Context: an optimization exercise on an open-source flow, tuned for small area, a short achievable clock period and few clock cycles. The choices shown serve that exercise and are no tape-out recipe. The RTL was checked by simulation tests, not by an equivalence proof against the original design. Power and IR drop assume default switching activity.

==> flow/design.v (outline; a module is shown in full before it is edited, if it fits) <==
// module rde_sieve: 963 lines
// module rde_sieve_grp0: 252 lines
// module rde_sieve_grp1: 319 lines
// module rde_sieve_grp2: 324 lines
// module rde_sieve_grp3: 329 lines
// module rde_sieve_grp4: 331 lines
// module rde_sieve_grp5: 328 lines
// module rde_sieve_grp6: 329 lines
// module rde_sieve_grp7: 329 lines
module rde_sieve (
    input  wire        clk,
    input  wire        rst,
    input  wire        ld_en,
    input  wire [5:0]  ld_idx,
    input  wire [15:0] ld_data,
    input  wire        set_en,
    input  wire [63:0] set_lsb,
    input  wire [2:0]  set_mod6,
    input  wire        go,
    input  wire [1:0]  go_mode,
    input  wire [7:0]  go_count,
    output reg         out_valid,
    output reg  [63:0] out_lsb,
    output reg         done,
    output wire [63:0] lsb
);
  // ...
==> flow/flow/run.sh <==
#!/bin/bash
# Own layout flow: the standard ORFS flow (standard.sh) with
#  - the standard synthesis script (synth_recipe.tcl), except that ABC maps the
#    lane group modules (rde_sieve_grp*) with flow/area.abc, an area-oriented
#    script; the top module keeps ORFS's script, and the registers are unchanged,
#  - timing repair aiming at a setup slack margin (the achieved period shrinks),
#  - ABC's buffers removed before placement, more antenna repair iterations.
# The ORFS tools write their full logs under orfs/logs; this script's own
# output goes to run.log.
exec > run.log 2>&1
set -x
HERE=$(pwd)
cat > my_synth.tcl <<EOT
proc abc {args} {
  set i [lsearch -exact \$args -script]
  set ga \$args
  if {\$i >= 0} { lset ga [expr {\$i + 1}] $HERE/flow/area.abc }
  yosys select rde_sieve_grp*
  yosys abc {*}\$ga
  yosys select -clear
  yosys select rde_sieve
  yosys abc {*}\$args
  yosys select -clear
}
source $HERE/synth_recipe.tcl
EOT
sed "s|SYNTH_SCRIPT=[^ ]*synth_recipe.tcl|SYNTH_SCRIPT=$HERE/my_synth.tcl|" standard.sh > my_standard.sh
grep -c my_synth.tcl my_standard.sh
export SETUP_SLACK_MARGIN=18.5
export REMOVE_ABC_BUFFERS=1
export MAX_REPAIR_ANTENNAS_ITER_DRT=20
export MAX_REPAIR_ANTENNAS_ITER_GRT=10
bash my_standard.sh finish
==> flow/flow/area.abc <==
&get -n
&st
&dc2
&syn2
&dch -f
&nf -R 1000 -a
&put
==> flow/standard.sh <==
#!/bin/bash
# synth_recipe.tcl (not shown) runs the flow's synth.tcl, then flattens the netlist and writes it again
# the make line also repeats each setting of config.mk as NAME=value (left out here)
make -C /OpenROAD-flow-scripts/flow DESIGN_CONFIG=/design/flow/config.mk WORK_HOME=/design/flow/orfs CLKGATE_MAP_FILE= SYNTH_SCRIPT=/design/flow/synth_recipe.tcl "${@:-finish}"
==> flow/config.mk <==
export PLATFORM = sky130hd
export DESIGN_NAME = rde_sieve
export DESIGN_NICKNAME = rde_sieve
export VERILOG_FILES = /design/flow/design.v
export SDC_FILE = /design/flow/constraint.sdc
export NUM_CORES = 8
export LEC_CHECK = 0
export CAP_MARGIN = 50
export CORE_MARGIN = 2
export CORE_UTILIZATION = 30
export SLEW_MARGIN = 50
export SYNTH_HIERARCHICAL = 1
==> flow/constraint.sdc <==
create_clock -name core_clock -period 25.0 [get_ports {clk}]
set_input_delay 5.0000 -clock core_clock [delete_from_list [all_inputs] [get_ports {clk}]]
set_output_delay 5.0000 -clock core_clock [all_outputs]
set_load 0.01 [all_outputs]
==> results by group, run 1 <==
Status
  – Status: complete, no violations

Floorplanning
  – Horizontal extent of the die: 509 um
  – Effective utilization at floorplan: 30.1%
  – Die extent in y: 509 um

Synthesis
  – Number of instances in the synthesized netlist: 10600

Timing
  – Final Skew: 78.1 ps
  – Worst-margin pin slew: 988 ps
  – Worst-case headroom to the max-slew limit: 34.0%
  – Final worst slack: 18420 ps

Pwr
  – Clock network power: 1.49 mW
  – Power per standard cell area: 125 nW/um2
  – Portion of total power attributed to sequential cells: 16.2%

Drt
  – Antenna-violating nets left: 0
  – Avg Vias per Cell: 6.59
  – Detailed-routing iteration count for the pre-antenna-repair pass: 10
  – Detail-routed net length per standard cell: 35.0 um
  – Wire length reported by the detailed router: 503000 um

Critical path
  – Number of buffer and inverter instances along the worst setup path: 4
  – FF-to-FF Start: rn_i[5]

Cells and area
  – Count of flip-flops and latches: 762
  – Number of non-clock inverters in the layout: 375
  – Ratio of cells with drive above 1 in the final layout: 9.94%
  – Final Instance Count excl. Fillers: 14400
  – Layout multi-input combinational cell count: 9110
  – Most common cell after layout, fill and taps aside: nand2_1
  – Largest registers: lsb_r (64), out_lsb (64)

Placement
  – Placed Cells: 14100
  – Pre-CTS WS: 17100 ps

Min path
  – HP Class: register to register
  – Hold_sp: lsb_r[63]

CTS
  – Root buffer selected by CTS: clkbuf_16
  – Number of setup buffers added after CTS: 48
Testbench counts, summed over its fixed seeds: cycles 2,213.
==> run 2, diff against run 1 <==
--- a/flow/design.v
+++ b/flow/design.v
@@ -519,32 +519,37 @@
     else if (step) t63[8:4] <= ts_g7[71:67];
   always @(posedge clk)
     if (wr_en[63]) t63[3:0] <= wdata[3:0];
     else if (step & z_g7[7]) t63[3:0] <= ts_g7[66:63];
   wire [15:0] hA = hA_g0 | hA_g1 | hA_g2 | hA_g3 | hA_g4 | hA_g5 | hA_g6 | hA_g7;
   wire [15:0] hB = hB_g0 | hB_g1 | hB_g2 | hB_g3 | hB_g4 | hB_g5 | hB_g6 | hB_g7;
   wire [15:0] hS = hS_g0 | hS_g1 | hS_g2 | hS_g3 | hS_g4 | hS_g5 | hS_g6 | hS_g7;
   assign rd_t = rd_g0 | rd_g1 | rd_g2 | rd_g3 | rd_g4 | rd_g5 | rd_g6 | rd_g7;
-  assign rd_q = rd_t[8:4];
+  reg  [8:0] rd_reg;      
+  reg  [5:0] rn_d;
+  reg        r_v;
+  reg  [2:0] rb_reg;      
+  reg        rah_reg;
+  assign rd_q = rd_reg[8:4];
   reg  [15:0] kA, kB, kS;
   always @(posedge clk)
     if (step) begin
       kA <= hA;
       kB <= hB;
       kS <= hS;
     end
   wire [2:0] z_cls;
   assign z_cls[0] = (z_idx == 6'd16) | (z_idx == 6'd17) | (z_idx == 6'd18) | (z_idx == 6'd19) | (z_idx == 6'd20) | (z_idx == 6'd21) | (z_idx == 6'd22) | (z_idx == 6'd23) | (z_idx == 6'd24) | (z_idx == 6'd25) | (z_idx == 6'd26) | (z_idx == 6'd52) | (z_idx == 6'd53) | (z_idx == 6'd54) | (z_idx == 6'd55) | (z_idx == 6'd56) | (z_idx == 6'd57) | (z_idx == 6'd58) | (z_idx == 6'd59) | (z_idx == 6'd60) | (z_idx == 6'd61) | (z_idx == 6'd62) | (z_idx == 6'd63);
   assign z_cls[1] = (z_idx == 6'd9) | (z_idx == 6'd10) | (z_idx == 6'd11) | (z_idx == 6'd12) | (z_idx == 6'd16) | (z_idx == 6'd17) | (z_idx == 6'd18) | (z_idx == 6'd19) | (z_idx == 6'd20) | (z_idx == 6'd21) | (z_idx == 6'd22) | (z_idx == 6'd23) | (z_idx == 6'd24) | (z_idx == 6'd25) | (z_idx == 6'd26);
   assign z_cls[2] = (z_idx == 6'd29) | (z_idx == 6'd30) | (z_idx == 6'd31) | (z_idx == 6'd32) | (z_idx == 6'd33) | (z_idx == 6'd34) | (z_idx == 6'd35) | (z_idx == 6'd36) | (z_idx == 6'd37) | (z_idx == 6'd38) | (z_idx == 6'd39) | (z_idx == 6'd40) | (z_idx == 6'd41) | (z_idx == 6'd42) | (z_idx == 6'd43) | (z_idx == 6'd44) | (z_idx == 6'd45) | (z_idx == 6'd46) | (z_idx == 6'd47) | (z_idx == 6'd48) | (z_idx == 6'd49) | (z_idx == 6'd52) | (z_idx == 6'd53) | (z_idx == 6'd54) | (z_idx == 6'd55) | (z_idx == 6'd56) | (z_idx == 6'd57) | (z_idx == 6'd58) | (z_idx == 6'd59) | (z_idx == 6'd60) | (z_idx == 6'd61) | (z_idx == 6'd62) | (z_idx == 6'd63);
   wire [2:0] r_cls;
-  assign r_cls[0] = (rn_i == 6'd16) | (rn_i == 6'd17) | (rn_i == 6'd18) | (rn_i == 6'd19) | (rn_i == 6'd20) | (rn_i == 6'd21) | (rn_i == 6'd22) | (rn_i == 6'd23) | (rn_i == 6'd24) | (rn_i == 6'd25) | (rn_i == 6'd26) | (rn_i == 6'd52) | (rn_i == 6'd53) | (rn_i == 6'd54) | (rn_i == 6'd55) | (rn_i == 6'd56) | (rn_i == 6'd57) | (rn_i == 6'd58) | (rn_i == 6'd59) | (rn_i == 6'd60) | (rn_i == 6'd61) | (rn_i == 6'd62) | (rn_i == 6'd63);
-  assign r_cls[1] = (rn_i == 6'd9) | (rn_i == 6'd10) | (rn_i == 6'd11) | (rn_i == 6'd12) | (rn_i == 6'd16) | (rn_i == 6'd17) | (rn_i == 6'd18) | (rn_i == 6'd19) | (rn_i == 6'd20) | (rn_i == 6'd21) | (rn_i == 6'd22) | (rn_i == 6'd23) | (rn_i == 6'd24) | (rn_i == 6'd25) | (rn_i == 6'd26);
-  assign r_cls[2] = (rn_i == 6'd29) | (rn_i == 6'd30) | (rn_i == 6'd31) | (rn_i == 6'd32) | (rn_i == 6'd33) | (rn_i == 6'd34) | (rn_i == 6'd35) | (rn_i == 6'd36) | (rn_i == 6'd37) | (rn_i == 6'd38) | (rn_i == 6'd39) | (rn_i == 6'd40) | (rn_i == 6'd41) | (rn_i == 6'd42) | (rn_i == 6'd43) | (rn_i == 6'd44) | (rn_i == 6'd45) | (rn_i == 6'd46) | (rn_i == 6'd47) | (rn_i == 6'd48) | (rn_i == 6'd49) | (rn_i == 6'd52) | (rn_i == 6'd53) | (rn_i == 6'd54) | (rn_i == 6'd55) | (rn_i == 6'd56) | (rn_i == 6'd57) | (rn_i == 6'd58) | (rn_i == 6'd59) | (rn_i == 6'd60) | (rn_i == 6'd61) | (rn_i == 6'd62) | (rn_i == 6'd63);
+  assign r_cls[0] = (rn_d == 6'd16) | (rn_d == 6'd17) | (rn_d == 6'd18) | (rn_d == 6'd19) | (rn_d == 6'd20) | (rn_d == 6'd21) | (rn_d == 6'd22) | (rn_d == 6'd23) | (rn_d == 6'd24) | (rn_d == 6'd25) | (rn_d == 6'd26) | (rn_d == 6'd52) | (rn_d == 6'd53) | (rn_d == 6'd54) | (rn_d == 6'd55) | (rn_d == 6'd56) | (rn_d == 6'd57) | (rn_d == 6'd58) | (rn_d == 6'd59) | (rn_d == 6'd60) | (rn_d == 6'd61) | (rn_d == 6'd62) | (rn_d == 6'd63);
+  assign r_cls[1] = (rn_d == 6'd9) | (rn_d == 6'd10) | (rn_d == 6'd11) | (rn_d == 6'd12) | (rn_d == 6'd16) | (rn_d == 6'd17) | (rn_d == 6'd18) | (rn_d == 6'd19) | (rn_d == 6'd20) | (rn_d == 6'd21) | (rn_d == 6'd22) | (rn_d == 6'd23) | (rn_d == 6'd24) | (rn_d == 6'd25) | (rn_d == 6'd26);
+  assign r_cls[2] = (rn_d == 6'd29) | (rn_d == 6'd30) | (rn_d == 6'd31) | (rn_d == 6'd32) | (rn_d == 6'd33) | (rn_d == 6'd34) | (rn_d == 6'd35) | (rn_d == 6'd36) | (rn_d == 6'd37) | (rn_d == 6'd38) | (rn_d == 6'd39) | (rn_d == 6'd40) | (rn_d == 6'd41) | (rn_d == 6'd42) | (rn_d == 6'd43) | (rn_d == 6'd44) | (rn_d == 6'd45) | (rn_d == 6'd46) | (rn_d == 6'd47) | (rn_d == 6'd48) | (rn_d == 6'd49) | (rn_d == 6'd52) | (rn_d == 6'd53) | (rn_d == 6'd54) | (rn_d == 6'd55) | (rn_d == 6'd56) | (rn_d == 6'd57) | (rn_d == 6'd58) | (rn_d == 6'd59) | (rn_d == 6'd60) | (rn_d == 6'd61) | (rn_d == 6'd62) | (rn_d == 6'd63);
   wire [1:0] wenc2;
   assign wenc2[0] = (wbin[8:4] == 5'd0) | (wbin[8:4] == 5'd2);
   assign wenc2[1] = (wbin[8:4] == 5'd1) | (wbin[8:4] == 5'd2);
   wire [4:0] rdec2;
   assign rdec2[0] = (rd_q[1:0] == 2'd2);
   assign rdec2[1] = (rd_q[1:0] == 2'd3);
   assign rdec2[2] = 1'b0;
   assign rdec2[3] = 1'b0;
@@ -577,17 +582,17 @@
   assign wenc5[3] = (wbin[8:4] == 5'd2) | (wbin[8:4] == 5'd4) | (wbin[8:4] == 5'd6) | (wbin[8:4] == 5'd7) | (wbin[8:4] == 5'd8) | (wbin[8:4] == 5'd10) | (wbin[8:4] == 5'd11) | (wbin[8:4] == 5'd15) | (wbin[8:4] == 5'd16) | (wbin[8:4] == 5'd17) | (wbin[8:4] == 5'd18) | (wbin[8:4] == 5'd19) | (wbin[8:4] == 5'd22) | (wbin[8:4] == 5'd23) | (wbin[8:4] == 5'd25) | (wbin[8:4] == 5'd28);
   assign wenc5[4] = (wbin[8:4] == 5'd1) | (wbin[8:4] == 5'd3) | (wbin[8:4] == 5'd5) | (wbin[8:4] == 5'd6) | (wbin[8:4] == 5'd7) | (wbin[8:4] == 5'd9) | (wbin[8:4] == 5'd10) | (wbin[8:4] == 5'd14) | (wbin[8:4] == 5'd15) | (wbin[8:4] == 5'd16) | (wbin[8:4] == 5'd17) | (wbin[8:4] == 5'd18) | (wbin[8:4] == 5'd21) | (wbin[8:4] == 5'd22) | (wbin[8:4] == 5'd24) | (wbin[8:4] == 5'd27);
   wire [4:0] rdec5;
   assign rdec5[0] = (rd_q[4:0] == 5'd3) | (rd_q[4:0] == 5'd4) | (rd_q[4:0] == 5'd11) | (rd_q[4:0] == 5'd12) | (rd_q[4:0] == 5'd13) | (rd_q[4:0] == 5'd15) | (rd_q[4:0] == 5'd16) | (rd_q[4:0] == 5'd18) | (rd_q[4:0] == 5'd19) | (rd_q[4:0] == 5'd20) | (rd_q[4:0] == 5'd21) | (rd_q[4:0] == 5'd23) | (rd_q[4:0] == 5'd24) | (rd_q[4:0] == 5'd29) | (rd_q[4:0] == 5'd30);
   assign rdec5[1] = (rd_q[4:0] == 5'd2) | (rd_q[4:0] == 5'd5) | (rd_q[4:0] == 5'd8) | (rd_q[4:0] == 5'd12) | (rd_q[4:0] == 5'd13) | (rd_q[4:0] == 5'd15) | (rd_q[4:0] == 5'd17) | (rd_q[4:0] == 5'd18) | (rd_q[4:0] == 5'd20) | (rd_q[4:0] == 5'd24) | (rd_q[4:0] == 5'd25) | (rd_q[4:0] == 5'd26) | (rd_q[4:0] == 5'd27) | (rd_q[4:0] == 5'd29) | (rd_q[4:0] == 5'd31);
   assign rdec5[2] = (rd_q[4:0] == 5'd2) | (rd_q[4:0] == 5'd3) | (rd_q[4:0] == 5'd4) | (rd_q[4:0] == 5'd6) | (rd_q[4:0] == 5'd7) | (rd_q[4:0] == 5'd9) | (rd_q[4:0] == 5'd10) | (rd_q[4:0] == 5'd12) | (rd_q[4:0] == 5'd17) | (rd_q[4:0] == 5'd19) | (rd_q[4:0] == 5'd21) | (rd_q[4:0] == 5'd24) | (rd_q[4:0] == 5'd25) | (rd_q[4:0] == 5'd26) | (rd_q[4:0] == 5'd29);
   assign rdec5[3] = (rd_q[4:0] == 5'd2) | (rd_q[4:0] == 5'd3) | (rd_q[4:0] == 5'd4) | (rd_q[4:0] == 5'd5) | (rd_q[4:0] == 5'd6) | (rd_q[4:0] == 5'd9) | (rd_q[4:0] == 5'd11) | (rd_q[4:0] == 5'd13) | (rd_q[4:0] == 5'd14) | (rd_q[4:0] == 5'd17) | (rd_q[4:0] == 5'd18) | (rd_q[4:0] == 5'd22) | (rd_q[4:0] == 5'd23) | (rd_q[4:0] == 5'd24) | (rd_q[4:0] == 5'd27);
   assign rdec5[4] = (rd_q[4:0] == 5'd2) | (rd_q[4:0] == 5'd4) | (rd_q[4:0] == 5'd5) | (rd_q[4:0] == 5'd7) | (rd_q[4:0] == 5'd9) | (rd_q[4:0] == 5'd11) | (rd_q[4:0] == 5'd12) | (rd_q[4:0] == 5'd15) | (rd_q[4:0] == 5'd18) | (rd_q[4:0] == 5'd19) | (rd_q[4:0] == 5'd22) | (rd_q[4:0] == 5'd25) | (rd_q[4:0] == 5'd28) | (rd_q[4:0] == 5'd30) | (rd_q[4:0] == 5'd31);
-  wire [8:0] rd_tb = {r_cls == 3'd2 ? rdec2 : r_cls == 3'd3 ? rdec3 : r_cls == 3'd4 ? rdec4 : r_cls == 3'd5 ? rdec5 : rd_q, rd_t[3:0]};
+  wire [8:0] rd_tb = {r_cls == 3'd2 ? rdec2 : r_cls == 3'd3 ? rdec3 : r_cls == 3'd4 ? rdec4 : r_cls == 3'd5 ? rdec5 : rd_q, rd_reg[3:0]};
   wire [5:0] s1_idx;
   wire [8:0] s1_p;
   assign s1_p[0] = (s1_idx == 6'd0) | (s1_idx == 6'd1) | (s1_idx == 6'd2) | (s1_idx == 6'd3) | (s1_idx == 6'd4) | (s1_idx == 6'd5) | (s1_idx == 6'd6) | (s1_idx == 6'd7) | (s1_idx == 6'd8) | (s1_idx == 6'd9) | (s1_idx == 6'd10) | (s1_idx == 6'd11) | (s1_idx == 6'd12) | (s1_idx == 6'd13) | (s1_idx == 6'd14) | (s1_idx == 6'd15) | (s1_idx == 6'd16) | (s1_idx == 6'd17) | (s1_idx == 6'd18) | (s1_idx == 6'd19) | (s1_idx == 6'd20) | (s1_idx == 6'd21) | (s1_idx == 6'd22) | (s1_idx == 6'd23) | (s1_idx == 6'd24) | (s1_idx == 6'd25) | (s1_idx == 6'd26) | (s1_idx == 6'd27) | (s1_idx == 6'd28) | (s1_idx == 6'd29) | (s1_idx == 6'd30) | (s1_idx == 6'd31) | (s1_idx == 6'd32) | (s1_idx == 6'd33) | (s1_idx == 6'd34) | (s1_idx == 6'd35) | (s1_idx == 6'd36) | (s1_idx == 6'd37) | (s1_idx == 6'd38) | (s1_idx == 6'd39) | (s1_idx == 6'd40) | (s1_idx == 6'd41) | (s1_idx == 6'd42) | (s1_idx == 6'd43) | (s1_idx == 6'd44) | (s1_idx == 6'd45) | (s1_idx == 6'd46) | (s1_idx == 6'd47) | (s1_idx == 6'd48) | (s1_idx == 6'd49) | (s1_idx == 6'd50) | (s1_idx == 6'd51) | (s1_idx == 6'd52) | (s1_idx == 6'd53) | (s1_idx == 6'd54) | (s1_idx == 6'd55) | (s1_idx == 6'd56) | (s1_idx == 6'd57) | (s1_idx == 6'd58) | (s1_idx == 6'd59) | (s1_idx == 6'd60) | (s1_idx == 6'd61) | (s1_idx == 6'd62) | (s1_idx == 6'd63);
   assign s1_p[1] = (s1_idx == 6'd1) | (s1_idx == 6'd2) | (s1_idx == 6'd5) | (s1_idx == 6'd6) | (s1_idx == 6'd8) | (s1_idx == 6'd11) | (s1_idx == 6'd12) | (s1_idx == 6'd14) | (s1_idx == 6'd16) | (s1_idx == 6'd17) | (s1_idx == 6'd19) | (s1_idx == 6'd20) | (s1_idx == 6'd24) | (s1_idx == 6'd25) | (s1_idx == 6'd28) | (s1_idx == 6'd29) | (s1_idx == 6'd31) | (s1_idx == 6'd33) | (s1_idx == 6'd35) | (s1_idx == 6'd36) | (s1_idx == 6'd38) | (s1_idx == 6'd40) | (s1_idx == 6'd43) | (s1_idx == 6'd44) | (s1_idx == 6'd45) | (s1_idx == 6'd46) | (s1_idx == 6'd49) | (s1_idx == 6'd51) | (s1_idx == 6'd53) | (s1_idx == 6'd55) | (s1_idx == 6'd58) | (s1_idx == 6'd60) | (s1_idx == 6'd61);
   assign s1_p[2] = (s1_idx == 6'd0) | (s1_idx == 6'd1) | (s1_idx == 6'd3) | (s1_idx == 6'd6) | (s1_idx == 6'd7) | (s1_idx == 6'd8) | (s1_idx == 6'd9) | (s1_idx == 6'd12) | (s1_idx == 6'd13) | (s1_idx == 6'd15) | (s1_idx == 6'd17) | (s1_idx == 6'd19) | (s1_idx == 6'd23) | (s1_idx == 6'd24) | (s1_idx == 6'd26) | (s1_idx == 6'd28) | (s1_idx == 6'd32) | (s1_idx == 6'd33) | (s1_idx == 6'd34) | (s1_idx == 6'd36) | (s1_idx == 6'd37) | (s1_idx == 6'd39) | (s1_idx == 6'd40) | (s1_idx == 6'd42) | (s1_idx == 6'd43) | (s1_idx == 6'd45) | (s1_idx == 6'd47) | (s1_idx == 6'd49) | (s1_idx == 6'd53) | (s1_idx == 6'd54) | (s1_idx == 6'd55) | (s1_idx == 6'd56) | (s1_idx == 6'd59) | (s1_idx == 6'd61) | (s1_idx == 6'd63);
   assign s1_p[3] = (s1_idx == 6'd2) | (s1_idx == 6'd3) | (s1_idx == 6'd7) | (s1_idx == 6'd8) | (s1_idx == 6'd10) | (s1_idx == 6'd11) | (s1_idx == 6'd12) | (s1_idx == 6'd14) | (s1_idx == 6'd15) | (s1_idx == 6'd18) | (s1_idx == 6'd19) | (s1_idx == 6'd21) | (s1_idx == 6'd25) | (s1_idx == 6'd26) | (s1_idx == 6'd28) | (s1_idx == 6'd30) | (s1_idx == 6'd31) | (s1_idx == 6'd34) | (s1_idx == 6'd37) | (s1_idx == 6'd40) | (s1_idx == 6'd45) | (s1_idx == 6'd48) | (s1_idx == 6'd49) | (s1_idx == 6'd51) | (s1_idx == 6'd54) | (s1_idx == 6'd55) | (s1_idx == 6'd57) | (s1_idx == 6'd58) | (s1_idx == 6'd62) | (s1_idx == 6'd63);
   assign s1_p[4] = (s1_idx == 6'd4) | (s1_idx == 6'd5) | (s1_idx == 6'd6) | (s1_idx == 6'd7) | (s1_idx == 6'd8) | (s1_idx == 6'd13) | (s1_idx == 6'd14) | (s1_idx == 6'd15) | (s1_idx == 6'd20) | (s1_idx == 6'd21) | (s1_idx == 6'd27) | (s1_idx == 6'd28) | (s1_idx == 6'd32) | (s1_idx == 6'd33) | (s1_idx == 6'd34) | (s1_idx == 6'd38) | (s1_idx == 6'd39) | (s1_idx == 6'd40) | (s1_idx == 6'd44) | (s1_idx == 6'd45) | (s1_idx == 6'd50) | (s1_idx == 6'd51) | (s1_idx == 6'd56) | (s1_idx == 6'd57) | (s1_idx == 6'd58) | (s1_idx == 6'd60) | (s1_idx == 6'd61) | (s1_idx == 6'd62) | (s1_idx == 6'd63);
   assign s1_p[5] = (s1_idx == 6'd9) | (s1_idx == 6'd10) | (s1_idx == 6'd11) | (s1_idx == 6'd12) | (s1_idx == 6'd13) | (s1_idx == 6'd14) | (s1_idx == 6'd15) | (s1_idx == 6'd22) | (s1_idx == 6'd23) | (s1_idx == 6'd24) | (s1_idx == 6'd25) | (s1_idx == 6'd26) | (s1_idx == 6'd27) | (s1_idx == 6'd28) | (s1_idx == 6'd35) | (s1_idx == 6'd36) | (s1_idx == 6'd37) | (s1_idx == 6'd38) | (s1_idx == 6'd39) | (s1_idx == 6'd40) | (s1_idx == 6'd46) | (s1_idx == 6'd47) | (s1_idx == 6'd48) | (s1_idx == 6'd49) | (s1_idx == 6'd50) | (s1_idx == 6'd51) | (s1_idx == 6'd59) | (s1_idx == 6'd60) | (s1_idx == 6'd61) | (s1_idx == 6'd62) | (s1_idx == 6'd63);
@@ -644,34 +649,40 @@
   endfunction
   reg        c_v;
   reg [8:0]  c_dat;
   reg        z_v;
   reg [8:0]  z_ca, z_add, z_v6, z_p;
   wire       ren_issue = (state == S_REN);
   wire       c_lo  = ({1'b0, c_idx} <= ptr);           
   wire       r_lo  = ({1'b0, rn_i} < ptr);
-  assign     s1_idx = c_v ? c_idx : rn_i;
+  assign     s1_idx = c_v ? c_idx : rn_d;
   wire [2:0] s1_a   = c_v ? (c_lo ? eL : eH) : e;
-  wire [8:0] s1_b   = c_v ? c_dat : {6'd0, (r_lo ? eL : eH)};
-  assign     s1_ah  = c_v ? (c_lo ? aL : aH) : (r_lo ? aL : aH);
+  wire [8:0] s1_b   = c_v ? c_dat : {6'd0, rb_reg};
+  assign     s1_ah  = c_v ? (c_lo ? aL : aH) : rah_reg;
   wire [8:0] s1_kb  = s1_ah ? {{(9-4){1'b0}}, k} + s1_p - 9'd16 : {{(9-4){1'b0}}, k};
   wire [8:0] s1_ld  = s1_sm ? {5'd0, s1_kks} : s1_kb;
   wire [9:0] s1_rr  = {1'b0, rd_tb} + (s1_ah ? (s1_sm ? {6'd0, s1_pws} : 10'd16) : 10'd0);
   wire [9:0] s1_rm  = s1_rr - {1'b0, s1_p};
   wire [8:0] s1_rn  = s1_rm[9] ? s1_rr[8:0] : s1_rm[8:0];
   wire [8:0] s1_add = c_v ? s1_ld : s1_rn;
   always @(posedge clk) begin
     if (rst) begin
       c_v <= 1'b0;
       z_v <= 1'b0;
+      r_v <= 1'b0;
     end else begin
       c_v <= ld_en;
-      z_v <= c_v | ren_issue;
+      r_v <= ren_issue;
+      z_v <= c_v | r_v;
     end
+    rd_reg <= rd_t;
+    rn_d   <= rn_i;
+    rb_reg <= r_lo ? eL : eH;
+    rah_reg <= r_lo ? aL : aH;
     c_idx <= ld_idx;
     c_dat <= ld_data[8:0];
     z_idx <= s1_idx;
     z_ca  <= f_div6({6'd0, s1_a}, s1_p6, s1_pm5[0]);
     z_v6  <= f_div6(s1_b, s1_p6, s1_pm5[0]);
     z_add <= s1_add;
     z_p   <= s1_p;
   end
@@ -825,32 +836,34 @@
   wire [9:0]  lo_base = {2'b0, lsb_r[7:0]} - {2'b0, o_pend};
   wire [9:0]  lo_out = lo_base + {2'b0, off_f};
   wire [9:0]  lo_adv = lo_base + ((any & last) ? {2'b0, off_n} : 10'd96);
   wire [63:0] lsb_out = {lo_out[8] ? hi_inc : lsb_r[63:8], lo_out[7:0]};
   wire [63:0] lsb_adv = {lo_adv[8] ? hi_inc : lsb_r[63:8], lo_adv[7:0]};
   wire [7:0]  o = {k, 2'b0} + {k, 1'b0} + {5'd0, e};
   wire        refused = (mode == 2'd3) || (left == 8'd0);
   wire        run_ok = (state == S_RUN) & ~refused;
-  wire        set_l = (state == S_IDLE) & set_en;
+  wire        set_l = set_en;           
   wire        adv_l = run_ok & (~any | last | ~more);
   always @(posedge clk)
     lsb_r <= ({64{set_l}} & set_lsb) | ({64{adv_l}} & lsb_adv) | ({64{~(set_l | adv_l)}} & lsb_r);
   wire [2:0] e_set = (set_mod6 == 3'd5) ? 3'd0 : set_mod6 + 3'd1;
   wire       need_lo = (ptr != 7'd0) && ((eL != e) || aL);
   wire       need_hi = (ptr != 7'd64) && ((eH != e) || aH);
   wire       need_ren = need_lo | need_hi;
   reg  [6:0] rn_hi;
   wire       ld_adv = c_v && (c_idx == ptr[5:0]) && !ptr[6];
   wire [6:0] ptr1 = ptr + {6'd0, ld_adv};
   function [5:0] ip_init(input [1:0] md, input [3:0] kk, input [2:0] ee);
     if (ee == 3'd0) ip_init = {1'b0, kk, 1'b0};
     else if (md == 2'd0 && ee <= 3'd2) ip_init = {1'b0, kk, 1'b1};
     else ip_init = {1'b0, kk, 1'b0} + 6'd2;
   endfunction
+  wire [5:0] ip_i0 = ip_init(2'd0, k, e);    
+  wire [5:0] ip_i1 = ip_init(2'd1, k, e);    
   always @(posedge clk) begin
     out_lsb <= lsb_out;
     if (rst) begin
       state     <= S_IDLE;
       out_valid <= 1'b0;
       done      <= 1'b0;
       kv_ok     <= 1'b0;
       ptr       <= 7'd0;
@@ -861,45 +874,45 @@
       aL        <= 1'b0;
       aH        <= 1'b0;
       rn_i      <= 6'd0;
     end else begin
       out_valid <= 1'b0;
       done      <= 1'b0;
       ptr       <= ptr1;
       if (ld_en) kv_ok <= 1'b0;
+      if (set_en) begin
+        e     <= e_set;
+        if (e_set != e) kv_ok <= 1'b0;
+        if (ptr1 == 7'd0) begin
+          eL <= e_set;
+          aL <= 1'b0;
+        end else if (ptr1 == 7'd64) begin
+          ptr <= 7'd0;
+          eH  <= eL;
+          aH  <= aL;
+          eL  <= e_set;
+          aL  <= 1'b0;
+        end
+      end
       case (state)
         S_IDLE: begin
-          if (set_en) begin
-            e     <= e_set;
-            if (e_set != e) kv_ok <= 1'b0;
-            if (ptr1 == 7'd0) begin
-              eL <= e_set;
-              aL <= 1'b0;
-            end else if (ptr1 == 7'd64) begin
-              ptr <= 7'd0;
-              eH  <= eL;
-              aH  <= aL;
-              eL  <= e_set;
-              aL  <= 1'b0;
-            end
-          end
           if (go) begin
             mode   <= go_mode;
             left   <= go_count;
-            ip     <= ip_init(go_mode, k, e);
+            ip     <= (go_mode == 2'd0) ? ip_i0 : ip_i1;
             o_pend <= o;
             state  <= kv_ok ? S_RUN : S_PREP;
           end
         end
         S_PREP: begin
           if (refused) begin
             done  <= 1'b1;
             state <= S_IDLE;
-          end else if (!c_v) begin
+          end else if (!c_v && !r_v) begin
             if (need_ren) begin
               if (!z_v) begin
                 state <= S_REN;
                 rn_i  <= need_lo ? 6'd0 : ptr[5:0];
                 rn_hi <= need_hi ? 7'd64 : ptr;
               end
             end else begin
               state <= S_FILL;
==> run 2 against run 1 <==
Compared with the run above:
- synthesized area down 0.43%
- core utilization down 0.40 points
- fmax up 1.4%
- critical path type is now input pin to register
- critical endpoint is now lsb_r[46]
- highest routed layer unchanged
==> results by group, run 2 <==
Status
  – Status: complete, no violations

CTS
  – Clock buffers created by TritonCTS: 100
  – Post-CTS Hold Fix Bufs: 0
  – Clock latency on the worst-skew pair: 820 ps
  – H-Tree Level Count: 3
  – Number of sinks on the clock net: 783
  – Clock transition at path regs: 60 ps
  – Bufs on Longest Clock Path: 3
  – Root buffer selected by CTS: clkbuf_16
  – CTS tree: yes

Floorplanning
  – Effective utilization at floorplan: 30.2% (+0.089 points)
  – Die extent in y: 508 um (-0.21%)
  – Num rows: 184
  – Die area: 258000 um2
  – Placeable Area: 252000 um2
  – Top-Level Pins: 234
  – Horizontal extent of the die: 508 um (-0.21%)

Min path
  – HP Class: register to register
  – Number of cells on the worst hold path: 2

Synthesis
  – Total standard cell area after synthesis: 76100 um2
  – Number of instances in the synthesized netlist: 10500 (-0.96%)
  – Mapped Avg Cell Area: 7.22 um2
  – Ys Warns: 7

Pwr
  – Post-layout power: 8.51 mW
  – Clock group share of total power: 17.4%
  – Power per standard cell area: 96.4 nW/um2 (-23%)
  – Total leakage power: 32.1 nW
  – Gate power share: 64.7%
  – Switching fraction of total power: 58.2%
  – Maximum resistive drop on vdd: 0.000600 V
  – Portion of total power attributed to sequential cells: 17.9% (+1.7 points)
  – Power spent charging and discharging nets: 4.95 mW
  – Internal Dissipation: 3.56 mW

Drt
  – Drt drc: 0
  – Detailed-routing iteration count for the pre-antenna-repair pass: 9 (-1)
  – Via Count: 93100
  – Wire length reported by the detailed router: 501000 um (-0.49%)
  – Detail-routed net length per standard cell: 35.2 um (+0.72%)
  – Detailed router's first-iteration violation count: 15500
  – Avg Vias per Cell: 6.55 (-0.63%)
  – Antenna-violating nets left: 0 (unchanged)

Timing
  – Unrepaired setup endpoints after global routing: no
  – Final worst slack: 18520 ps (+93.9 ps)
  – Setup TNS: 0 ps
  – Worst-margin pin slew: 904 ps (-84.0 ps)
  – # setup viols final: 0
  – Final Skew: 62.7 ps (-15.5 ps)
  – Number of pins exceeding their max-slew limit in the final report: 0
  – Worst-case headroom to the max-slew limit: 39.3% (+5.4 points)
  – Fraction of the cycle the final worst path needs: 25.9%
  – Highest clock frequency the design can meet: 154 MHz
  – Endpoints failing hold: 0
  – Crit path time final: 6480 ps

Critical path
  – Launching element type of the critical path: input pin
  – WP data required: 25680 ps
  – Kind of end point of the critical path: register
  – Kind of critical path: input pin to register
  – Maximum net fanout on the critical path: 39
  – Worst r2r path cells: 23
  – Worst endpoint data arrival time: 7170 ps

Cells and area
  – Largest registers: lsb_r (64), out_lsb (64)
  – Most common cell after layout, fill and taps aside: nand2_1
  – Ratio of cells with drive above 1 in the final layout: 8.97% (-0.97 points)
  – Syn-to-layout area delta: 16.1%
  – Final net count: 11200
  – Commonest non-fill, non-tap cells in the layout: nand2_1 (1885), nor2_1 (1122), o21ai_0 (758)

Global routing
  – Antenna violations before repair: 38
  – Number of global-route vias before repair: 84200
  – Pin count of the biggest net entering global routing: 57
  – Total GRT Usage: 37.0%
  – Global-route wire length before repair: 682000 um
  – GRT overflow: 0

Placement
  – Pre-CTS WS: 17550 ps (+447 ps)
  – Dpl hpwl: 391000 um
  – Count of buffers inserted at the top-level ports: 226
  – Last weighted congestion value of the routability-driven placer: 1.14

Run
  – Reported max-cap violation count: 0
-- run 2: cell types whose count changed in the layout (fill, tap and decap cells not counted), moves of 24 or more --
cell,previous run,this run
o21ai_1,62,12
buf_4,291,226
a31oi_1,114,90
o21ai_0,689,758
nor3_1,356,331
nand2_1,1853,1885
-- run 2: area by class of cell --
| type | count | area [um2] |
|---|---|---|
| well taps | 3348 | 4190 |
| clock buffers | 131 | 2730 |
| multi-input cells | 9015 | 53700 |
| flip-flops and latches | 783 | 21300 |
| diodes | 13 | 32.5 |
| repair buffers | 501 | 4410 |
| inverters | 374 | 1410 |
| clock inverters | 57 | 559 |
| fillers | 27300 | 164000 |
-- run 2: path summary, 6_finish.rpt --
path,start,to,slack (ps)
setup reg to reg,ip[3],out_lsb[51],18770
hold / removal,r_v,z_v,480
hold reg to reg,r_v,z_v,480
setup / recovery,set_en,lsb_r[46],18520
-- run 2: what timing repair did --
action                                  CTS  global route
resized for setup                       389            63
hold endpoints to repair                  0             0
endpoints found under the setup margin  249           233
cloned                                    2             0
pin swaps                                 8            15
buffers inserted                         21            23
-- run 2: metal layers --
layer	GRT usage, %	share of wire (%)	wire length, um	vias up
met5	0	0.022	111	-
met4	23.8	8.0	40000	20
met3	11.6	12	61400	1618
met2	51.7	39	197000	6837
met1	48.8	40	202000	44800
li1	-	-	-	39800
-- run 2: critical path, cell delays in order --
cell,delay [ps]
buf_2,80
buf_4,460
inv_1,400
nand2_1,630
o21ai_0,220
a221o_1,330
-- run 2: power by group through the flow --
stage               Combinational [mW]  Sequential (mW)  Clock, mW
finish                            5.50             1.52       1.48
global route                      5.74             1.53       1.56
CTS                               5.34             1.52       1.51
detailed placement                5.26             1.55          0
global placement                  5.18             1.55          0
floorplan                         2.12             1.55          0
-- run 2: metrics by stage --
stage          cell area (um2)  hold WS [ps]  instances  util [%]
2_1_floorplan            74300           445      10200         -
4_1_cts                  87500           481      14200      34.7
5_1_grt                  88300           509      14200      35.0
3_5_place_dp             83700           477      14000      33.2
6_report                 88300           484      14200      35.1
3_3_place_gp             82500           460      13900      32.7
Testbench counts of run 2, summed over its fixed seeds: cycles 2,213.
==> run 3, diff against run 2 <==
--- a/flow/config.mk
+++ b/flow/config.mk
@@ -8,5 +8,7 @@
 export CAP_MARGIN = 50
 export CORE_MARGIN = 2
 export CORE_UTILIZATION = 30
+export CTS_CLUSTER_DIAMETER = 80
+export CTS_CLUSTER_SIZE = 24
 export SLEW_MARGIN = 50
 export SYNTH_HIERARCHICAL = 1
==> run 3 against run 2 <==
Compared with the run above:
- count of clock-buffer cells in the layout down 50
- via count down 0.37%
- first-iteration DRC count down 0.34%
- power down 2.1%
- sequential share of layout area up 0.17 points
- cell area down 0.78%
- critical path depth down 5
- hold slack better by 7.4 ps
- largest cell class unchanged
- non-clock buffer count down 11
- highest routed layer unchanged
- die area unchanged
- clock power down 12%
- final cell count down 0.43%
==> results by group, run 3 <==
Timing
  – Highest clock frequency the design can meet: 155 MHz (+0.41%)
  – Fraction of the cycle the final worst path needs: 25.8% (-0.11 points)
  – Worst-case headroom to the max-slew limit: 40.6% (+1.3 points)
  – Worst-margin pin slew: 882 ps (-22.0 ps)
  – Crit path time final: 6460 ps (-26.4 ps)
  – # setup viols final: 0 (unchanged)
  – Worst hold margin: 491 ps (+7.40 ps)
  – Final Skew: 44.1 ps (-18.6 ps)
  – Final worst slack: 18540 ps (+26.4 ps)
  – Endpoints failing hold: 0 (unchanged)
  – Setup TNS: 0 ps (unchanged)
  – Number of pins exceeding their max-slew limit in the final report: 0 (unchanged)
  – Unrepaired setup endpoints after global routing: yes

Cells and area
  – Final net count: 11100 (-0.31%)
  – Final Instance Count excl. Fillers: 14200 (-0.43%)
  – Fin area: 87600 um2 (-0.78%)
  – Commonest non-fill, non-tap cells in the layout: nand2_1 (1884), nor2_1 (1123), o21ai_0 (760)
  – Ratio of cells with drive above 1 in the final layout: 8.60% (-0.37 points)
  – Most common cell after layout, fill and taps aside: nand2_1
  – Largest registers: lsb_r (64), out_lsb (64)
  – Syn-to-layout area delta: 15.1%
  – Final cell utilization of the core: 34.8% (-0.27 points)

CTS
  – Bufs on Longest Clock Path: 3 (unchanged)
  – Clock latency on the worst-skew pair: 760 ps (-60 ps)
  – CTS tree: yes
  – Root buffer selected by CTS: clkbuf_16
  – H-Tree Level Count: 3 (unchanged)
  – Clock buffers created by TritonCTS: 76 (-24%)
  – Clock transition at path regs: 90 ps (+30 ps)
  – Number of sinks on the clock net: 783 (unchanged)

Critical path
  – Slowest cell on the critical path: dfxtp_2
  – Kind of end point of the critical path: output pin
  – Cell family contributing the most delay on the critical path: flip-flops
  – Worst endpoint data arrival time: 1460 ps (-5710 ps)
  – Kind of critical path: register to output pin
  – WP data required: 20000 ps (-5680 ps)
  – Maximum net fanout on the critical path: 7 (-82%)
  – Number of buffer and inverter instances along the worst setup path: 1 (-2)
  – Cells traversed along the worst timing path: dlygate4sd2_1
  – Launching element type of the critical path: register
  – Slowest Stage Delay on Critical Path: 400 ps (-230 ps)

Floorplanning
  – Top-Level Pins: 234 (unchanged)
  – Die area: 258000 um2 (unchanged)
  – Horizontal extent of the die: 508 um (unchanged)
  – Num rows: 184 (unchanged)
  – Placeable Area: 252000 um2 (unchanged)
  – Die extent in y: 508 um (unchanged)
  – Effective utilization at floorplan: 30.2% (unchanged)

Pwr
  – Maximum resistive drop on vdd: 0.000612 V (+2.0%)
  – Portion of total power attributed to sequential cells: 18.3% (+0.4 points)
  – Power per standard cell area: 95.1 nW/um2 (-1.3%)
  – Clock group share of total power: 15.6% (-1.8 points)
  – Internal Dissipation: 3.36 mW (-5.6%)
  – Switching fraction of total power: 59.7% (+1.5 points)
  – Power spent charging and discharging nets: 4.97 mW (+0.46%)
  – Post-layout power: 8.33 mW (-2.1%)
  – Total leakage power: 31.8 nW (-0.99%)
  – Gate power share: 66.1% (+1.4 points)

Drt
  – Drt drc: 0 (unchanged)
  – Met2 Routed Length: 197000 um (-0.15%)
  – Detailed router's first-iteration violation count: 15400 (-0.34%)
  – Via Count: 92800 (-0.37%)
  – Wire length reported by the detailed router: 499000 um (-0.27%)
  – Highest metal layer used by the detailed router: met5
  – DR WL met3: 60900 um (-0.78%)
  – Detail-routed net length per standard cell: 35.3 um (+0.16%)
  – Avg Vias per Cell: 6.55 (about the same)
  – Wl on met1: 202000 um (about the same)
  – Detailed-routing iteration count for the pre-antenna-repair pass: 7 (-2)
  – Antenna-violating nets left: 0 (unchanged)

Global routing
  – Pin count of the biggest net entering global routing: 57 (unchanged)
  – Total GRT Usage: 36.9% (-0.095 points)
  – Antenna violations before repair: 28 (-26%)
  – Number of global-route vias before repair: 84000 (-0.26%)
  – Global-route wire length before repair: 681000 um (-0.20%)
  – GRT overflow: 0 (unchanged)

Status
  – Status: complete, no violations

Placement
  – Last weighted congestion value of the routability-driven placer: 1.14 (unchanged)
  – Placed Cells: 14000 (unchanged)
  – Dpl hpwl: 391000 um (unchanged)
  – Placed cell areas: 83700 um2 (unchanged)
  – Pre-CTS WS: 17550 ps (unchanged)
  – Count of buffers inserted at the top-level ports: 226 (unchanged)

Synthesis
  – Mapped Avg Cell Area: 7.22 um2 (unchanged)
  – Ys Warns: 7 (unchanged)
  – Total standard cell area after synthesis: 76100 um2 (unchanged)
  – Number of instances in the synthesized netlist: 10500 (unchanged)

Min path
  – HP Class: register to register

Run
  – Reported max-cap violation count: 0 (unchanged)
[run 3: timing repair]
action                                  4_1_cts  5_1_grt
endpoints found under the setup margin      254      223
resized for setup                           322       53
hold buffers                                  0        0
pin swaps                                     8       14
cloned                                        2        0
endpoints found under the hold margin         0        0
buffers inserted                             14       22
[run 3: final timing paths]
| kind | slack, ps | start | endpoint | depth (start not counted) |
|---|---|---|---|---|
| worst max register to register | 18670 | c_v | z_v6[7] | 29 |
| worst max-delay path | 18540 | lsb_r[9] | lsb[9] | 1 |
| worst min-delay path | 490 | lsb_r[38] | out_lsb[38] | 1 |
| worst min register to register | 490 | lsb_r[38] | out_lsb[38] | 1 |
[run 3: layout make-up]
class / instances / area (um2)
tap: 3348 / 4190
antenna: 9 / 22.5
clock inverter: 61 / 766
multi-input combinational: 9015 / 53600
clock buffer: 81 / 1960
inverter: 374 / 1410
sequential: 783 / 21300
timing repair buffer: 490 / 4350
fill: 27300 / 164000
[run 3: per-layer routing]
metal,vias to the layer above,GRT usage (%)
met2,6836,51.8
met5,-,0
met3,1562,10.7
met1,44700,49.2
met4,16,23.1
li1,39700,-
[run 3: power groups by stage]
| stage | clock network (mW) | registers, mW | logic, mW |
|---|---|---|---|
| finish | 1.30 | 1.52 | 5.51 |
| global route | 1.37 | 1.53 | 5.73 |
| CTS | 1.33 | 1.52 | 5.34 |
| detailed placement | 0 | 1.55 | 5.26 |
| global placement | 0 | 1.55 | 5.18 |
| floorplan | 0 | 1.55 | 2.12 |
==> run 4, diff against run 3 <==
--- a/flow/flow/run.sh
+++ b/flow/flow/run.sh
@@ -4,7 +4,8 @@
 #    lane group modules (rde_sieve_grp*) with flow/area.abc, an area-oriented
 #    script; the top module keeps ORFS's script, and the registers are unchanged,
 #  - timing repair aiming at a setup slack margin (the achieved period shrinks),
-#  - ABC's buffers removed before placement, more antenna repair iterations.
+#  - ABC's buffers removed before placement, more antenna repair iterations,
+#  - gate sizing not restricted to cells of the same footprint.
 # The ORFS tools write their full logs under orfs/logs; this script's own
 # output goes to run.log.
 exec > run.log 2>&1
@@ -24,7 +25,8 @@
 }
 source $HERE/synth_recipe.tcl
 EOT
-sed "s|SYNTH_SCRIPT=[^ ]*synth_recipe.tcl|SYNTH_SCRIPT=$HERE/my_synth.tcl|" standard.sh > my_standard.sh
+sed -e "s|SYNTH_SCRIPT=[^ ]*synth_recipe.tcl|SYNTH_SCRIPT=$HERE/my_synth.tcl|" \
+    -e 's|"\${@:-finish}"|MATCH_CELL_FOOTPRINT=0 "\${@:-finish}"|' standard.sh > my_standard.sh
 grep -c my_synth.tcl my_standard.sh
 export SETUP_SLACK_MARGIN=18.5
 export REMOVE_ABC_BUFFERS=1
==> run 4 against run 3 <==
Compared with the run above:
- combinational power is 0.9% higher
- cell area is 0.53% higher
- register-to-register slack better by 90 ps
- first-iteration DRC count is 1.9% lower
- sequential share of layout area is 0.15 points lower
- sequential cell count stayed put
- fmax is 0.17% higher
- core utilization is 0.18 points higher
- die area stayed put
- count of clock-buffer cells in the layout is 2 higher
- worst setup slack better by 11 ps
- power is 0.52% higher
==> results by group, run 4 <==
Critical path
  – Kind of critical path: input pin to register
  – Cell family contributing the most delay on the critical path: simple AND/OR/NAND/NOR gates
  – Maximum net fanout on the critical path: 28 (+21)
  – Cells traversed along the worst timing path: clkdlybuf4s50_1 -> buf_4 -> or4_1 -> nor3_2
  – WP data required: 25380 ps (+5380 ps)
  – Kind of end point of the critical path: register
  – Number of buffer and inverter instances along the worst setup path: 2 (+1)
  – Slowest Stage Delay on Critical Path: 600 ps (+200 ps)
  – Critical path startpoint: rst
  – Worst endpoint data arrival time: 6830 ps (+5370 ps)
  – FF-to-FF Start: ip[2]
  – Slowest cell on the critical path: or4_1
  – Launching element type of the critical path: input pin

Synthesis
  – Number of instances in the synthesized netlist: 10500 (unchanged)
  – Total standard cell area after synthesis: 76100 um2 (unchanged)
  – Mapped Avg Cell Area: 7.22 um2 (unchanged)
  – Ys Warns: 7 (unchanged)

Timing
  – # setup viols final: 0 (unchanged)
  – Fraction of the cycle the final worst path needs: 25.8% (-0.044 points)
  – Number of pins exceeding their max-slew limit in the final report: 0 (unchanged)
  – Setup TNS: 0 ps (unchanged)
  – Endpoints failing hold: 0 (unchanged)
  – Unrepaired setup endpoints after global routing: no
  – Final Skew: 52.8 ps (+8.73 ps)
  – Worst-margin pin slew: 889 ps (+6.97 ps)
  – Highest clock frequency the design can meet: 155 MHz (+0.17%)
  – Final worst slack: 18550 ps (+11.1 ps)
  – Crit path time final: 6450 ps (-11.1 ps)
  – Worst hold margin: 482 ps (-9.31 ps)
  – Worst-case headroom to the max-slew limit: 40.1% (-0.47 points)

CTS
  – Clock buffers created by TritonCTS: 77 (+1.3%)
  – H-Tree Level Count: 3 (unchanged)
  – Root buffer selected by CTS: clkbuf_16
  – CTS tree: yes
  – Number of sinks on the clock net: 783 (unchanged)
  – Clock latency on the worst-skew pair: 770 ps (about the same)
  – Bufs on Longest Clock Path: 3 (unchanged)
  – Clock transition at path regs: 90 ps (about the same)
  – Post-CTS Hold Fix Bufs: 0 (unchanged)

Cells and area
  – Ratio of cells with drive above 1 in the final layout: 8.47% (-0.13 points)
  – Final cell utilization of the core: 35.0% (+0.18 points)
  – Commonest non-fill, non-tap cells in the layout: nand2_1 (1885), nor2_1 (1122), o21ai_0 (758)
  – Most common cell after layout, fill and taps aside: nand2_1
  – Fin area: 88100 um2 (+0.53%)
  – Largest registers: lsb_r (64), out_lsb (64)
  – Final net count: 11100 (+0.081%)
  – Syn-to-layout area delta: 15.8%

Min path
  – Hold_sp: lsb_r[24]
  – HP Class: register to register

Drt
  – Wire length reported by the detailed router: 499000 um (about the same)
  – Avg Vias per Cell: 6.56 (+0.14%)
  – Detailed router's first-iteration violation count: 15100 (-1.9%)
  – Detail-routed net length per standard cell: 35.2 um (-0.15%)
  – Antenna-violating nets left: 0 (unchanged)
  – Via Count: 93000 (+0.22%)
  – Detailed-routing iteration count for the pre-antenna-repair pass: 9 (+2)
  – Drt drc: 0 (unchanged)

Placement
  – Placed cell areas: 83700 um2 (about the same)
  – Count of buffers inserted at the top-level ports: 226 (unchanged)
  – Last weighted congestion value of the routability-driven placer: 1.14 (unchanged)
  – Dpl hpwl: 391000 um (about the same)
  – Pre-CTS WS: 17630 ps (+89.5 ps)

Global routing
  – Pin count of the biggest net entering global routing: 57 (unchanged)
  – Global-route wire length before repair: 680000 um (about the same)
  – Total GRT Usage: 36.8% (-0.042 points)
  – Antenna violations before repair: 31 (+11%)
  – Number of global-route vias before repair: 84200 (+0.17%)
  – GRT overflow: 0 (unchanged)

Floorplanning
  – Placeable Area: 252000 um2 (unchanged)
  – Horizontal extent of the die: 508 um (unchanged)
  – Die extent in y: 508 um (unchanged)
  – Num rows: 184 (unchanged)
  – Top-Level Pins: 234 (unchanged)
  – Effective utilization at floorplan: 30.2% (unchanged)
  – Die area: 258000 um2 (unchanged)

Status
  – Status: complete, no violations

Pwr
  – Total leakage power: 33.0 nW (+3.6%)
  – Maximum resistive drop on vdd: 0.000575 V (-6.0%)
  – Power per standard cell area: 95.1 nW/um2 (about the same)

Run
  – Reported max-cap violation count: 0 (unchanged)
[run 4: power by group]
group | internal (mW) | switching (mW) | leakage (nW)
sequential | 1.45 | 0.0723 | 6.91
combinational | 1.28 | 4.28 | 24.7
clock | 0.633 | 0.661 | 1.30
[run 4: metal layers]
layer	up-vias	global-route usage, %	part of all wire, %	wire (um)
met1	45000	48.7	40	201000
met3	1483	11.4	12	62000
met4	12	22.1	7.4	37100
li1	39800	-	-	-
met5	-	0	0.016	81
met2	6730	52.2	40	199000
[run 4: path summary, 6_finish.rpt]
| kind | slack, ps | depth (start not counted) | end |
|---|---|---|---|
| max reg2reg | 18760 | 23 | out_lsb[51] |
| max | 18550 | 4 | o_pend[6] |
| min | 480 | 1 | out_lsb[24] |
| min reg2reg | 480 | 1 | out_lsb[24] |
[run 4: what timing repair did]
item	4_1_cts	5_1_grt
pin swaps	4	19
gates resized for setup	261	62
gates cloned	2	0
buffers inserted	6	30
setup endpoints to repair	269	267
[run 4: metrics by stage]
stage / power (mW) / cells
after CTS: 8.21 / 14100
after global routing: 8.64 / 14200
after floorplan: 3.66 / 10200
after detailed placement: 6.82 / 14000
after global placement: 6.73 / 13900
final: 8.38 / 14200
[run 4: cell type report]
type / count / area [um2]
inverters: 374 / 1410
flip-flops and latches: 783 / 21200
well taps: 3348 / 4190
multi-input cells: 9015 / 53700
repair buffers: 498 / 4810
fillers: 27200 / 164000
diodes: 10 / 25.0
clock buffers: 83 / 1990
clock inverters: 61 / 706
[run 4: worst register-to-register path, delay by kind of cell (launching register included)]
family          cells  cell delay [ps]
fa+ha+maj           1              300
flops               1              550
compound gates      7             1660
buf+inv             2              580
xor+xnor            2              280
simple gates       11             2780
==> run 5, diff against run 4 <==
--- a/flow/config.mk
+++ b/flow/config.mk
@@ -7,7 +7,7 @@
 export LEC_CHECK = 0
 export CAP_MARGIN = 50
 export CORE_MARGIN = 2
-export CORE_UTILIZATION = 30
+export CORE_UTILIZATION = 35
 export CTS_CLUSTER_DIAMETER = 80
 export CTS_CLUSTER_SIZE = 24
 export SLEW_MARGIN = 50
==> run 5 against run 4 <==
Compared with the run above:
- power grew 6.3%
- first-iteration DRC count is 13% higher
- via count is 4.1% higher
- hold slack gained 15 ps
- core utilization rose by 5.6 points
- sequential share of layout area increased by 0.051 points
- sequential cell count unchanged
- critical path depth down 3
==> results by group, run 5 <==
Cells and area
  – Most common cell after layout, fill and taps aside: nand2_1
  – Final cell utilization of the core: 40.6% (+5.6 points)
  – Syn-to-layout area delta: 15.6%
  – Largest registers: lsb_r (64), out_lsb (64)
  – # fillers: 22100 (-19%)
  – Final net count: 11200 (+0.081%)
  – Fin area: 87900 um2 (-0.17%)
  – Commonest non-fill, non-tap cells in the layout: nand2_1 (1889), nor2_1 (1117), o21ai_0 (760)
  – Ratio of cells with drive above 1 in the final layout: 8.85% (+0.38 points)

Floorplanning
  – Placeable Area: 217000 um2 (-14%)
  – Effective utilization at floorplan: 35.1% (+4.9 points)
  – Horizontal extent of the die: 470 um (-7.4%)
  – Die extent in y: 470 um (-7.4%)
  – Die area: 221000 um2 (-14%)
  – Top-Level Pins: 234 (unchanged)
  – Num rows: 171 (-7.1%)

Timing
  – Crit path time final: 6460 ps (+16.2 ps)
  – Worst-case headroom to the max-slew limit: 42.8% (+2.7 points)
  – Unrepaired setup endpoints after global routing: no
  – Final Skew: 69.3 ps (+16.5 ps)
  – Final worst slack: 18540 ps (-16.2 ps)
  – Highest clock frequency the design can meet: 155 MHz (-0.25%)
  – Fraction of the cycle the final worst path needs: 25.9% (+0.065 points)
  – Endpoints failing hold: 0 (unchanged)
  – Setup TNS: 0 ps (unchanged)
  – # setup viols final: 0 (unchanged)
  – Number of pins exceeding their max-slew limit in the final report: 0 (unchanged)
  – Worst-margin pin slew: 851 ps (-37.7 ps)

Pwr
  – Power per standard cell area: 101 nW/um2 (+6.5%)
  – Maximum resistive drop on vdd: 0.000518 V (-9.9%)
  – Clock group share of total power: 15.2% (-0.3 points)
  – Portion of total power attributed to sequential cells: 17.2% (-1.0 points)
  – Internal Dissipation: 3.48 mW (+3.3%)
  – Switching fraction of total power: 61.0% (+1.1 points)
  – Gate power share: 67.7% (+1.3 points)
  – Total leakage power: 33.1 nW (+0.42%)
  – Post-layout power: 8.91 mW (+6.3%)
  – Power spent charging and discharging nets: 5.43 mW (+8.3%)

Min path
  – HP Class: register to register
  – Number of cells on the worst hold path: 2 (+1)

Critical path
  – Stages on the worst setup path: 1 (-3)
  – Worst endpoint data arrival time: 1460 ps (-5370 ps)
  – Kind of end point of the critical path: output pin
  – Worst r2r path cells: 23 (unchanged)
  – Cells traversed along the worst timing path: clkbuf_2
  – Number of buffer and inverter instances along the worst setup path: 1 (-1)
  – Launching element type of the critical path: register
  – Slowest cell on the critical path: dfxtp_2
  – Cell family contributing the most delay on the critical path: flip-flops
  – Maximum net fanout on the critical path: 7 (-75%)
  – Kind of critical path: register to output pin
  – Slowest Stage Delay on Critical Path: 410 ps (-190 ps)
  – WP data required: 20000 ps (-5380 ps)

CTS
  – Post-CTS Hold Fix Bufs: 0 (unchanged)
  – Clock transition at path regs: 90 ps (about the same)
  – Bufs on Longest Clock Path: 3 (unchanged)
  – Clock buffers created by TritonCTS: 74 (-3.9%)
  – CTS tree: yes
  – H-Tree Level Count: 3 (unchanged)
  – Clock latency on the worst-skew pair: 810 ps (+40 ps)
  – Number of sinks on the clock net: 783 (unchanged)
  – Root buffer selected by CTS: clkbuf_16

Global routing
  – GRT overflow: 0 (unchanged)
  – Total GRT Usage: 46.1% (+9.2 points)
  – Antenna violations before repair: 39 (+26%)
  – Number of global-route vias before repair: 87800 (+4.3%)
  – Global-route wire length before repair: 722000 um (+6.2%)
  – Pin count of the biggest net entering global routing: 62 (+8.8%)

Drt
  – Drt drc: 0 (unchanged)
  – Via Count: 96800 (+4.1%)
  – Antenna-violating nets left: 0 (unchanged)
  – Avg Vias per Cell: 7.05 (+7.5%)
  – Detail-routed net length per standard cell: 39.0 um (+11%)
  – Wire length reported by the detailed router: 535000 um (+7.3%)
  – Detailed router's first-iteration violation count: 17100 (+13%)
  – Detailed-routing iteration count for the pre-antenna-repair pass: 10 (+1)

Status
  – Status: complete, no violations

Placement
  – Pre-CTS WS: 17450 ps (-182 ps)
  – Placed cell areas: 83400 um2 (-0.36%)
  – Count of buffers inserted at the top-level ports: 226 (unchanged)
  – Dpl hpwl: 424000 um (+8.3%)
  – Last weighted congestion value of the routability-driven placer: 1.17 (+2.0%)

Synthesis
  – Mapped Avg Cell Area: 7.22 um2 (unchanged)
  – Total standard cell area after synthesis: 76100 um2 (unchanged)
  – Number of instances in the synthesized netlist: 10500 (unchanged)
  – Ys Warns: 7 (unchanged)

Run
  – Reported max-cap violation count: 0 (unchanged)
## run 5: changes by cell type in the layout (fill, tap and decap cells not counted), moves of 7 or more
cell / previous run / this run
nor4_4: 7 / 16
buf_4: 214 / 221
diode_2: 10 / 50
nor4_2: 77 / 67
xnor2_1: 170 / 163
xnor2_2: 3 / 11
## run 5: through the flow
| stage | instances | hold WS (ps) |
|---|---|---|
| after floorplan | 10200 | 445 |
| final | 13700 | 497 |
| after global routing | 13700 | 509 |
| after global placement | 13400 | 461 |
| after detailed placement | 13500 | 475 |
| after CTS | 13600 | 490 |
## run 5: what timing repair did
action,CTS,global route
pin swaps,7,19
endpoints found under the setup margin,407,241
gates resized for setup,262,63
cloned,0,1
setup buffers,18,33
## run 5: per-layer routing
metal	track usage (%)	vias to the layer above	wire length, um	share of wire (%)
li1	-	39800	-	-
met1	56.4	46700	196000	37
met2	67.4	8379	220000	41
met3	15.1	1970	68900	13
met4	33.9	24	49800	9.3
met5	0	-	197	0.037
## run 5: power by group through the flow
| stage | Clock (mW) | Combinational [mW] | Sequential [mW] |
|---|---|---|---|
| CTS | 1.36 | 5.57 | 1.53 |
| floorplan | 0 | 2.12 | 1.55 |
| global route | 1.40 | 6.02 | 1.54 |
| global placement | 0 | 5.19 | 1.55 |
| finish | 1.35 | 6.03 | 1.53 |
| detailed placement | 0 | 5.46 | 1.56 |
## run 5: worst reg2reg max path: cells and delay by family (launching register included)
family	cells	cell delay (ps)
xor gates and xnor gates	2	400
AOI/OAI and AO/OA	7	1720
and+or+nand+nor	11	2760
buffers and inverters	2	580
adders and majority gates	1	300
DFF	1	540
## run 5: area by class of cell
type | count | area (um2) | area share (%)
Multi-Input combinational cell | 9016 | 53900 | 61.3
Sequential cell | 783 | 21300 | 24.2
Timing Repair Buffer | 509 | 4850 | 5.52
Tap cell | 2854 | 3570 | 4.06
Clock buffer | 77 | 1880 | 2.14
Inverter | 374 | 1410 | 1.60
Clock inverter | 60 | 960 | 1.09
Antenna cell | 50 | 125 | 0.142
## run 5: worst paths after layout
kind	start	end	slack [ps]
worst max-delay path	lsb_r[25]	lsb[25]	18540
worst min-delay path	r_v	z_v	500
worst max register to register	mode[0]	out_lsb[29]	18590
worst min register to register	r_v	z_v	500
==> run 6, diff against run 5 <==
--- a/flow/flow/run.sh
+++ b/flow/flow/run.sh
@@ -5,7 +5,8 @@
 #    script; the top module keeps ORFS's script, and the registers are unchanged,
 #  - timing repair aiming at a setup slack margin (the achieved period shrinks),
 #  - ABC's buffers removed before placement, more antenna repair iterations,
-#  - gate sizing not restricted to cells of the same footprint.
+#  - gate sizing not restricted to cells of the same footprint,
+#  - ports buffered with buf_2 (every port still gets its buffer).
 # The ORFS tools write their full logs under orfs/logs; this script's own
 # output goes to run.log.
 exec > run.log 2>&1
@@ -28,7 +29,8 @@
 sed -e "s|SYNTH_SCRIPT=[^ ]*synth_recipe.tcl|SYNTH_SCRIPT=$HERE/my_synth.tcl|" \
     -e 's|"\${@:-finish}"|MATCH_CELL_FOOTPRINT=0 "\${@:-finish}"|' standard.sh > my_standard.sh
 grep -c my_synth.tcl my_standard.sh
-export SETUP_SLACK_MARGIN=18.5
+export SETUP_SLACK_MARGIN=18.7
+export BUFFER_PORTS_ARGS="-buffer_cell sky130_fd_sc_hd__buf_2"
 export REMOVE_ABC_BUFFERS=1
 export MAX_REPAIR_ANTENNAS_ITER_DRT=20
 export MAX_REPAIR_ANTENNAS_ITER_GRT=10
--- a/flow/config.mk
+++ b/flow/config.mk
@@ -7,7 +7,7 @@
 export LEC_CHECK = 0
 export CAP_MARGIN = 50
 export CORE_MARGIN = 2
-export CORE_UTILIZATION = 35
+export CORE_UTILIZATION = 30
 export CTS_CLUSTER_DIAMETER = 80
 export CTS_CLUSTER_SIZE = 24
 export SLEW_MARGIN = 50
==> run 6 against run 5 <==
Compared with the run above:
- register-to-register slack improved by 210 ps
- non-clock buffer count increased by 107
- count of clock-buffer cells in the layout increased by 8
- via count decreased by 2.8%
- wire length increased by 1.7%
- power increased by 0.48%
- cell area increased by 0.73%
- combinational power increased by 1%
- clock power about the same
- sequential power about the same
- still clean on timing, DRC and antenna
- fmax increased by 1.3%
- sequential share of layout area decreased by 0.068 points
==> results by group, run 6 <==
Status
  – Status: complete, no violations

Timing
  – Setup TNS: 0 ps (unchanged)
  – Final Skew: 100 ps (+31.2 ps)
  – Fraction of the cycle the final worst path needs: 25.5% (-0.33 points)
  – Unrepaired setup endpoints after global routing: yes
  – Number of pins exceeding their max-slew limit in the final report: 0 (unchanged)
  – Highest clock frequency the design can meet: 157 MHz (+1.3%)
  – Crit path time final: 6380 ps (-82.5 ps)
  – # setup viols final: 0 (unchanged)
  – Worst-margin pin slew: 949 ps (+97.9 ps)
  – Endpoints failing hold: 0 (unchanged)
  – Worst-case headroom to the max-slew limit: 36.3% (-6.5 points)

Drt
  – Avg Vias per Cell: 6.58 (-6.7%)
  – Detail-routed net length per standard cell: 38.1 um (-2.3%)
  – Detailed-routing iteration count for the pre-antenna-repair pass: 9 (-1)
  – Via Count: 94100 (-2.8%)
  – Detailed router's first-iteration violation count: 15000 (-12%)
  – Wire length reported by the detailed router: 545000 um (+1.7%)

Critical path
  – Launching element type of the critical path: register
  – Cell family contributing the most delay on the critical path: flip-flops
  – WP data required: 20000 ps (about the same)
  – Number of buffer and inverter instances along the worst setup path: 2 (+1)
  – Slowest Stage Delay on Critical Path: 330 ps (-80 ps)
  – Kind of critical path: register to output pin
  – Worst endpoint data arrival time: 1380 ps (-80 ps)
  – Slowest cell on the critical path: dfxtp_2
  – Cells traversed along the worst timing path: buf_8 -> buf_6
  – Maximum net fanout on the critical path: 2 (-5)

Placement
  – Last weighted congestion value of the routability-driven placer: 1.09 (-6.3%)
  – Count of buffers inserted at the top-level ports: 226 (unchanged)
  – Placed cell areas: 83000 um2 (-0.47%)
  – Dpl hpwl: 433000 um (+2.3%)

CTS
  – Root buffer selected by CTS: clkbuf_16
  – Clock buffers created by TritonCTS: 76 (+2.7%)
  – Number of sinks on the clock net: 783 (unchanged)
  – Clock latency on the worst-skew pair: 790 ps (-20 ps)
  – H-Tree Level Count: 3 (unchanged)
  – Bufs on Longest Clock Path: 3 (unchanged)
  – Post-CTS Hold Fix Bufs: 0 (unchanged)
  – CTS tree: yes
  – Clock transition at path regs: 100 ps (about the same)

Cells and area
  – Most common cell after layout, fill and taps aside: nand2_1
  – Final net count: 11300 (+0.97%)
  – Ratio of cells with drive above 1 in the final layout: 12.1% (+3.2 points)
  – # fillers: 27400 (+24%)
  – Syn-to-layout area delta: 16.4%
  – Largest registers: lsb_r (64), out_lsb (64)
  – Fin area: 88600 um2 (+0.73%)
  – Final cell utilization of the core: 35.2% (-5.4 points)
  – Commonest non-fill, non-tap cells in the layout: nand2_1 (1877), nor2_1 (1117), o21ai_0 (758)

Global routing
  – Total GRT Usage: 40.3% (-5.7 points)
  – GRT overflow: 0 (unchanged)
  – Global-route wire length before repair: 731000 um (+1.3%)
  – Number of global-route vias before repair: 85100 (-3.0%)
  – Pin count of the biggest net entering global routing: 57 (-8.1%)
  – Antenna violations before repair: 60 (+54%)

Synthesis
  – Total standard cell area after synthesis: 76100 um2 (unchanged)
  – Ys Warns: 7 (unchanged)
  – Number of instances in the synthesized netlist: 10500 (unchanged)
  – Mapped Avg Cell Area: 7.22 um2 (unchanged)

Floorplanning
  – Num rows: 184 (+7.6%)
  – Effective utilization at floorplan: 30.2% (-4.9 points)
  – Die extent in y: 508 um (+7.9%)
  – Horizontal extent of the die: 508 um (+7.9%)
  – Placeable Area: 252000 um2 (+16%)
  – Top-Level Pins: 234 (unchanged)

Min path
  – HP Class: register to register

Pwr
  – Maximum resistive drop on vdd: 0.000491 V (-5.3%)
  – Power per standard cell area: 101 nW/um2 (-0.25%)
  – Total leakage power: 32.5 nW (-1.8%)

Run
  – Reported max-cap violation count: 0 (unchanged)
-- run 6: per-layer routing --
metal / GRT usage (%) / routed length (um) / vias up / part of all wire (%)
li1: - / - / 39900 / -
met1: 55.1 / 228000 / 46100 / 42
met2: 57.6 / 219000 / 6639 / 40
met3: 11.1 / 62400 / 1336 / 11
met4: 20.6 / 35300 / 36 / 6.5
met5: 0 / 257 / - / 0.047
-- run 6: per-stage QoR --
step | power (mW) | instances | setup slack, ps | hold WS, ps
2_1_floorplan | 3.66 | 10200 | 17920 | 445
3_3_place_gp | 6.86 | 13900 | 17140 | 473
3_5_place_dp | 7.10 | 14000 | 17410 | 475
4_1_cts | 8.69 | 14200 | 18590 | 497
5_1_grt | 9.19 | 14300 | 18570 | 512
6_report | 8.95 | 14300 | 18620 | 491
-- run 6: final timing paths --
path,startpoint,to,slack (ps),cells after the start
worst min-delay path,r_v,z_v,490,2
worst max-delay path,lsb_r[53],lsb[53],18620,2
worst max register to register,z_add[1],t60[4],18800,24
worst min register to register,r_v,z_v,490,2
-- run 6: worst min-delay path, cell delays in order (launching register included) --
cell	delay (ps)
dfxtp_1	340
nor2_1	50
nor2_1	70
-- run 6: layout make-up --
class,count,area [um2],area share (%)
multi-input cells,9015,53900,60.9
flip-flops and latches,783,21300,24.1
repair buffers,616,4790,5.41
well taps,3348,4190,4.73
clock buffers,85,1970,2.22
inverters,374,1410,1.60
clock inverters,57,851,0.961
diodes,17,42.5,0.0480
-- run 6: what timing repair did --
item                       4_1_cts  5_1_grt
buffers inserted               100       33
pin swaps                       18       29
hold endpoints to repair         0        0
gates resized for setup        280       82
setup endpoints to repair      488      274
cloned                           2        2
-- run 6: power breakdown --
| part | internal [mW] | switching (mW) | total [mW] | leakage, nW |
|---|---|---|---|---|
| clock | 0.652 | 0.686 | 1.34 | 1.33 |
| combinational | 1.56 | 4.53 | 6.09 | 24.3 |
| sequential | 1.45 | 0.0689 | 1.52 | 6.93 |
| total | 3.66 | 5.29 | 8.95 | 32.5 |
